Source: an optimization exercise on an open RTL-to-GDS flow (aim: small area). Production flows keep margins and buffers that such runs may drop. Function was checked by simulation only, so behaviour that the tests miss may differ from the original. The flow treats the clock pin as an ideal source. Dropping or thinning the clock tree relies on that and would not hold on a real chip. Power is estimated from default activity; no workload was simulated.

## job 101
==> flow/design.v (excerpt) <==
module sigma_delta_modulator #(
    parameter integer N  = 1024,
    parameter integer F  = 14,
    parameter integer SW = F + 2,
    parameter integer M  = N / 8,
    parameter integer AW = F + 1 + $clog2(N + 2),
    parameter integer IW = (N > 1) ? $clog2(N) : 1,
    parameter integer CW = (M > 1) ? $clog2(M) : 1
) (
    input  wire          clk,
    input  wire          rst,
    input  wire          start,
    input  wire          sample_valid,
    input  wire [SW-1:0] sample_data,
    output wire [IW-1:0] sample_idx,
    output reg           busy,
    output wire          done,
    output wire          fault,
    output wire [1:0]    fault_cause,
    output reg           byte_valid,
    output wire [CW-1:0] byte_addr,
    output wire [7:0]    byte_data
);
    localparam integer HW = AW - F;             
    reg [2:0]    idx;
    reg [CW-1:0] ba;
    reg          lo0;
    reg [F-1:1]  lo_n;
    reg [HW-1:0] hi_n;
    reg          cy_n;
    reg [6:0]    sh;
    wire mod_bit = hi_n[HW-1] ^ (~cy_n & ~(|hi_n[HW-2:0]));
    wire en = sample_valid;
    wire [2:0]    k       = {sample_data[SW-1], sample_data[SW-1:F]} + {mod_bit, mod_bit, 1'b1};
    wire [HW-1:0] add_hi  = en ? {{(HW-3){k[2]}}, k} : {HW{1'b0}};
    wire [F-1:0]  add_lo  = en ? sample_data[F-1:0] : {F{1'b0}};
    wire [F:0]    c_lo_n;
    wire [HW-1:0] c_hi_n;
    wire          s_top;
    wire [F-1:1]  s_lo_n;
    wire          s_lo0;
    wire [HW-1:0] s_hi_n;
    sdm_xor   u_lo0_s (.a(lo0), .b(add_lo[0]), .y(s_lo0));
    sdm_nand3 u_lo0_c (.a(lo0), .b(sample_data[0]), .c(en), .y(c_lo_n[1]));
    assign c_hi_n[0] = cy_n;
    genvar i;
    generate
  ...
For scale: ~2100 sq um of cells after synthesis.
export LEC_CHECK = 0
export CAP_MARGIN = 20
export CORE_MARGIN = 2
export CORE_UTILIZATION = 60
export PLACE_DENSITY = 0.7
export SLEW_MARGIN = 20
export SYNTH_HIERARCHICAL = 1
create_clock -name core_clock -period 8.0 [get_ports {clk}]
standard.sh (not shown) runs the stock make flow with config.mk's settings and CLKGATE_MAP_FILE= SYNTH_SCRIPT=/design/flow/synth_recipe.tcl, a recipe that flattens the netlist after the stock synthesis.
==> flow/flow/run.sh <==
#!/bin/bash
# The standard layout with these changes:
# - the smallest buffer on each input and output port, and a stronger one
#   (instead of extra buffers) on the input ports that fan out widely
#   (port_buffers.tcl, after global placement);
set -euo pipefail
here=$(pwd)
export BUFFER_PORTS_ARGS="-buffer_cell sky130_fd_sc_hd__buf_1"
export POST_GLOBAL_PLACE_TCL="$here/flow/port_buffers.tcl"
export CTS_ARGS="-sink_clustering_enable -repair_clock_nets -dont_use_dummy_load -buf_list sky130_fd_sc_hd__clkbuf_8"
export CLK_SLEW_TARGET_PS=115
export CLK_CELLS="sky130_fd_sc_hd__clkbuf_2 sky130_fd_sc_hd__buf_2 sky130_fd_sc_hd__clkbuf_4 sky130_fd_sc_hd__buf_4 sky130_fd_sc_hd__buf_6 sky130_fd_sc_hd__clkbuf_8 sky130_fd_sc_hd__buf_8 sky130_fd_sc_hd__buf_12 sky130_fd_sc_hd__clkbuf_16"
export POST_CTS_TCL="$here/flow/clock_leaves.tcl"
bash standard.sh > standard.log 2>&1
Other scripts of this flow, unchanged in this note and not shown: flow/flow/clock_leaves.tcl, flow/flow/port_buffers.tcl
Job 101 finished every step from synthesis to the final layout, and the layout passed the timing, DRC and antenna checks.
> inputs changed (job 101 -> job 102)
Settings: CORE_UTILIZATION now 75, was 60; PLACE_DENSITY now 0.85, was 0.7.
Notes after the runs:
Relative to job 101, the power density of the placed cells measured on job 102 has increased by a few percent. After detailed routing, job 101 needs less wire than job 102. Sort job 102 and job 101 by proportion of power drawn by the clock network, descending, and job 102 comes first. Hold slack is lower on job 102. Job 102 ended with more fraction of met3 tracks used by global routing than job 101. In job 102 the count of cells along the worst register-to-register path turned out 1 higher than in job 101. In the tables for job 102 and job 101, relative contribution of combinational cells to total power reads lower with job 101.
### job 102 -> job 103
Settings: changing PLACE_DENSITY from 0.85 to 0.8; changing CORE_UTILIZATION from 75 to 70.
Findings:
- Job 102 and job 103 ended up with nearly the same area of all placed cells without fillers.
- Critical path depth came out exactly the same in job 102 and job 103.
- On via count, job 103 does better than job 102.
- Summary of the comparison: average wire per standard cell is lower in job 103, relative to job 102.
- When the final numbers for job 102 and job 103 were put side by side, the fmax turned out to be smaller in job 102.
- The setup slack in job 103 sits 0.10 ns above the value recorded for job 102.
- There was hardly any difference in sequential share of cell area between job 103 and job 102.

---

xenon:
The RTL this note starts from:
==> flow/design.v <==
module sigma_delta_modulator #(
    parameter integer N  = 1024,
    parameter integer F  = 14,
    parameter integer SW = F + 2,
    parameter integer M  = N / 8,
    parameter integer AW = F + 1 + $clog2(N + 2),
    parameter integer IW = (N > 1) ? $clog2(N) : 1,
    parameter integer CW = (M > 1) ? $clog2(M) : 1
) (
    input  wire          clk,
    input  wire          rst,
    input  wire          start,
    input  wire          sample_valid,
    input  wire [SW-1:0] sample_data,
    output wire [IW-1:0] sample_idx,
    output reg           busy,
    output wire          done,
    output wire          fault,
    output wire [1:0]    fault_cause,
    output reg           byte_valid,
    output wire [CW-1:0] byte_addr,
    output wire [7:0]    byte_data
);
    localparam integer HW = AW - F;             
    reg [IW-1:0] idx;
    reg [F-1:0]  lo_n;
    reg [HW-1:0] hi_n;
    reg          cy_n;
    reg [6:0]    sh;
    wire mod_bit = hi_n[HW-1] ^ (~cy_n & ~(|hi_n[HW-2:0]));
    wire en = sample_valid;
    wire [2:0]    k       = {sample_data[SW-1], sample_data[SW-1:F]} + {mod_bit, mod_bit, 1'b1};
    wire [HW-1:0] add_hi  = en ? {{(HW-3){k[2]}}, k} : {HW{1'b0}};
    wire [F-1:0]  add_lo  = en ? sample_data[F-1:0] : {F{1'b0}};
    wire [F:0]    c_lo_n;
    wire [HW:0]   c_hi_n;
    wire [F-1:0]  s_lo_n;
    wire [HW-1:0] s_hi_n;
    assign s_lo_n[0] = lo_n[0] ^ add_lo[0];
    assign c_lo_n[1] = lo_n[0] | ~add_lo[0];
    assign c_hi_n[0] = cy_n;
    genvar i;
    generate
        for (i = 1; i < F; i = i + 1) begin : g_lo
            sdm_fa u_fa (.a(lo_n[i]), .b(~add_lo[i]), .ci(c_lo_n[i]), .s(s_lo_n[i]), .co(c_lo_n[i+1]));
        end
        for (i = 0; i < HW; i = i + 1) begin : g_hi
            sdm_fa u_fa (.a(hi_n[i]), .b(~add_hi[i]), .ci(c_hi_n[i]), .s(s_hi_n[i]), .co(c_hi_n[i+1]));
        end
    endgenerate
    wire [IW:0]   ic;
    wire [IW-1:0] inc;
    assign ic[0] = en;
    generate
        for (i = 0; i < IW; i = i + 1) begin : g_idx
            sdm_ha u_ha (.a(idx[i]), .b(ic[i]), .s(inc[i]), .co(ic[i+1]));
        end
    endgenerate
    always @(posedge clk) begin
        if (start) begin
            lo_n <= {F{1'b0}};
            hi_n <= {HW{1'b1}};
            cy_n <= 1'b1;
            idx  <= {IW{1'b0}};
        end else begin
            lo_n <= s_lo_n;
            hi_n <= s_hi_n;
            cy_n <= c_lo_n[F];
            idx  <= inc;
        end
        if (en)
            sh <= {sh[5:0], mod_bit};
    end
    always @(posedge clk) begin
        if (rst) begin
            busy       <= 1'b0;
            byte_valid <= 1'b0;
        end else if (start) begin
            busy       <= 1'b1;
            byte_valid <= 1'b0;
        end else begin
            if (busy && ic[IW])
                busy <= 1'b0;
            byte_valid <= busy && ic[3];
        end
    end
    assign sample_idx  = idx;
    assign done        = byte_valid & ~busy;
    assign byte_addr   = idx[IW-1:3] - 1'b1;
    assign byte_data   = {sh, mod_bit};
    assign fault       = 1'b0;
    assign fault_cause = 2'b00;
endmodule
module sdm_fa (
    input  wire a,
    input  wire b,
    input  wire ci,
    output wire s,
    output wire co
);
    assign {co, s} = a + b + ci;
endmodule
module sdm_ha (
    input  wire a,
    input  wire b,
    output wire s,
    output wire co
);
    assign {co, s} = a + b;
endmodule
==> flow/config.mk <==
export PLATFORM = sky130hd
export DESIGN_NAME = sigma_delta_modulator
export DESIGN_NICKNAME = sigma_delta_modulator
export VERILOG_FILES = /design/flow/design.v
export SDC_FILE = /design/flow/constraint.sdc
export NUM_CORES = 4
export LEC_CHECK = 0
export CAP_MARGIN = 20
export CORE_MARGIN = 2
export CORE_UTILIZATION = 70
export PLACE_DENSITY = 0.8
export SLEW_MARGIN = 20
export SYNTH_HIERARCHICAL = 1
==> flow/constraint.sdc <==
create_clock -name core_clock -period 8.0 [get_ports {clk}]
set_input_delay 1.6000 -clock core_clock [delete_from_list [all_inputs] [get_ports {clk}]]
set_output_delay 1.6000 -clock core_clock [all_outputs]
set_load 0.01 [all_outputs]
==> flow/flow/clock_leaves.tcl <==
set block [ord::get_db_block]
set clk_net [$block findNet clk]
set root ""
foreach it [$clk_net getITerms] {
  set inst [$it getInst]
  if {[string match "clkbuf_*" [$inst getName]]} { set root $inst }
}
if {$root eq ""} { error "no root clock buffer" }
set root_net [[$root findITerm X] getNet]
set leaves {}
foreach it [$root_net getITerms] {
  set inst [$it getInst]
  if {$inst ne $root} { lappend leaves $it }
}
if {[llength $leaves] > 4} { error "[llength $leaves] leaves" }
foreach it $leaves {
  $it disconnect
  $it connect $clk_net
}
[$root findITerm A] disconnect
[$root findITerm X] disconnect
odb::dbInst_destroy $root
odb::dbNet_destroy $root_net
puts "removed root clock buffer, [llength $leaves] leaves on the clock port"

# Merge leaves until at most CLK_LEAVES remain: the leaf with the fewest
# registers hands them to the nearest other leaf.
proc leaf_loads {inst} {
  set loads {}
  foreach it [[[$inst findITerm X] getNet] getITerms] {
    if {[$it getInst] ne $inst} { lappend loads $it }
  }
  return $loads
}
if {[info exists ::env(CLK_LEAVES)]} {
  while {[llength $leaves] > $::env(CLK_LEAVES)} {
    set small ""
    foreach it $leaves {
      set n [llength [leaf_loads [$it getInst]]]
      if {$small eq "" || $n < $min} { set small $it; set min $n }
    }
    set si [$small getInst]
    lassign [$si getLocation] sx sy
    set near ""
    foreach it $leaves {
      if {$it eq $small} continue
      lassign [[$it getInst] getLocation] x y
      set d [expr {abs($x - $sx) + abs($y - $sy)}]
      if {$near eq "" || $d < $dmin} { set near $it; set dmin $d }
    }
    set to [[[$near getInst] findITerm X] getNet]
    set from [[$si findITerm X] getNet]
    foreach it [leaf_loads $si] {
      $it disconnect
      $it connect $to
    }
    $small disconnect
    [$si findITerm X] disconnect
    odb::dbInst_destroy $si
    odb::dbNet_destroy $from
    set leaves [lsearch -all -inline -not -exact $leaves $small]
  }
  puts "merged into [llength $leaves] clock leaves"
}

# Move each leaf to the middle of its registers.
foreach it $leaves {
  set inst [$it getInst]
  set sx 0; set sy 0; set n 0
  foreach l [leaf_loads $inst] {
    lassign [[$l getInst] getLocation] x y
    incr sx $x; incr sy $y; incr n
  }
  if {$n > 0} { $inst setLocation [expr {$sx / $n}] [expr {$sy / $n}] }
}
detailed_placement

set ::clk_cells {sky130_fd_sc_hd__clkbuf_2 sky130_fd_sc_hd__clkbuf_4 sky130_fd_sc_hd__clkbuf_8 sky130_fd_sc_hd__clkbuf_16}
if {[info exists ::env(CLK_CELLS)]} { set ::clk_cells $::env(CLK_CELLS) }
set target_ps 100
if {[info exists ::env(CLK_SLEW_TARGET_PS)]} { set target_ps $::env(CLK_SLEW_TARGET_PS) }
proc leaf_slew_ps {inst} {
  set worst 0
  set net [[$inst findITerm X] getNet]
  foreach it [$net getITerms] {
    if {[$it getInst] eq $inst} continue
    set pin [get_pins [[$it getInst] getName]/[[$it getMTerm] getName]]
    foreach e {rise fall} {
      foreach a {min max} {
        set s [expr {[sta::time_ui_sta [get_property $pin slew_${a}_$e]] * 1e12}]
        set worst [expr {max($worst, $s)}]
      }
    }
  }
  return $worst
}
estimate_parasitics -placement
foreach it $leaves {
  set inst [$it getInst]
  foreach cell $::clk_cells {
    replace_cell [get_cells [$inst getName]] $cell
    set s [leaf_slew_ps $inst]
    if {$s <= $target_ps} break
  }
  puts "clock leaf [$inst getName]: $cell, slew [format %.1f $s] ps"
}

detailed_placement
check_placement -verbose
Scripts as last shown in full above: flow/flow/run.sh
Other scripts of this flow, unchanged in this note and not shown: flow/flow/port_buffers.tcl
xenon finished every stage and its layout cleared the timing, DRC and antenna checks.
[inputs] fjord vs xenon
==> flow/flow/run.sh <==
#!/bin/bash
# The standard layout with these changes:
# - the smallest buffer on each input and output port, and a stronger one
#   (instead of extra buffers) on the input ports that fan out widely
#   (port_buffers.tcl, after global placement);
set -euo pipefail
here=$(pwd)
export BUFFER_PORTS_ARGS="-buffer_cell sky130_fd_sc_hd__buf_1"
export POST_GLOBAL_PLACE_TCL="$here/flow/port_buffers.tcl"
export CTS_ARGS="-sink_clustering_enable -repair_clock_nets -dont_use_dummy_load -buf_list sky130_fd_sc_hd__clkbuf_8"
export CLK_SLEW_TARGET_PS=118
export POST_CTS_TCL="$here/flow/clock_leaves.tcl"
bash standard.sh > standard.log 2>&1
==> flow/flow/clock_leaves.tcl <==
set block [ord::get_db_block]
set clk_net [$block findNet clk]
set root ""
foreach it [$clk_net getITerms] {
  set inst [$it getInst]
  if {[string match "clkbuf_*" [$inst getName]]} { set root $inst }
}
if {$root eq ""} { error "no root clock buffer" }
set root_net [[$root findITerm X] getNet]
set leaves {}
foreach it [$root_net getITerms] {
  set inst [$it getInst]
  if {$inst ne $root} { lappend leaves $it }
}
if {[llength $leaves] > 4} { error "[llength $leaves] leaves" }
foreach it $leaves {
  $it disconnect
  $it connect $clk_net
}
[$root findITerm A] disconnect
[$root findITerm X] disconnect
odb::dbInst_destroy $root
odb::dbNet_destroy $root_net
puts "removed root clock buffer, [llength $leaves] leaves on the clock port"

set target_ps 100
if {[info exists ::env(CLK_SLEW_TARGET_PS)]} { set target_ps $::env(CLK_SLEW_TARGET_PS) }
proc leaf_slew_ps {inst} {
  set worst 0
  set net [[$inst findITerm X] getNet]
  foreach it [$net getITerms] {
    if {[$it getInst] eq $inst} continue
    set pin [get_pins [[$it getInst] getName]/[[$it getMTerm] getName]]
    foreach e {rise fall} {
      foreach a {min max} {
        set s [expr {[sta::time_ui_sta [get_property $pin slew_${a}_$e]] * 1e12}]
        set worst [expr {max($worst, $s)}]
      }
    }
  }
  return $worst
}
estimate_parasitics -placement
foreach it $leaves {
  set inst [$it getInst]
  foreach cell {sky130_fd_sc_hd__clkbuf_2 sky130_fd_sc_hd__clkbuf_4 sky130_fd_sc_hd__clkbuf_8 sky130_fd_sc_hd__clkbuf_16} {
    replace_cell [get_cells [$inst getName]] $cell
    set s [leaf_slew_ps $inst]
    if {$s <= $target_ps} break
  }
  puts "clock leaf [$inst getName]: $cell, slew [format %.1f $s] ps"
}

detailed_placement
check_placement -verbose
[summary]
- Summary of fjord over xenon: total power rose by about 1.2%, final critical-path required period rose by 0.013 ns.
- Global router's overall resource usage: fjord vs xenon down 0.37 points
- The post-layout instance area number comes out higher for fjord vs xenon.
- Comparing xenon with fjord, the sequential share of cell area came out essentially unchanged.
- Number of global-route vias before repair in fjord vs xenon: down 10
- Combinational share of power (fjord over xenon): decrease, 0.3 points
- Looking only at setup slack, and setting everything else aside, the lower value of xenon and fjord goes to fjord.
- The lower part of the total power dissipated in the clock network came out of xenon.
- The tightest hold margin on xenon is in line with that on fjord.
- Data required time at the worst endpoint down 0.02 ns in fjord wrt xenon

==> re-timing with driven ports <==
Ports are ideal in the flow. The routed layouts listed here were re-timed in OpenROAD.
Step 1, drivers: a clkbuf_16 drives clk and a buf_2 each remaining input, both assumed.
Step 2 times the ports against the registers' clock, not the clock port: input delays grow and output delays shrink by t, the midpoint of the rising clock arrivals with the driver on.
Slacks: no drivers / after step 1 / after step 2; pairs: no drivers / after step 1.
run	shift t [ns]	setup WS [ns]	worst setup path after step 2	cell pins on the clock port's net
job 101	0.197	0.565 / 0.583 / 0.386	input to register	4
job 102	0.190	0.501 / 0.521 / 0.331	input to register	4
job 103	0.197	0.606 / 0.620 / 0.423	input to register	4
xenon	0.183	0.352 / 0.356 / 0.172	input to register	4
fjord	0.193	0.339 / 0.339 / 0.146	input to register	4
After both steps every run listed still meets setup and hold. The setup slack of fjord, which loses most, moves by 0.000 ns with the drivers and by -0.193 ns with both steps.
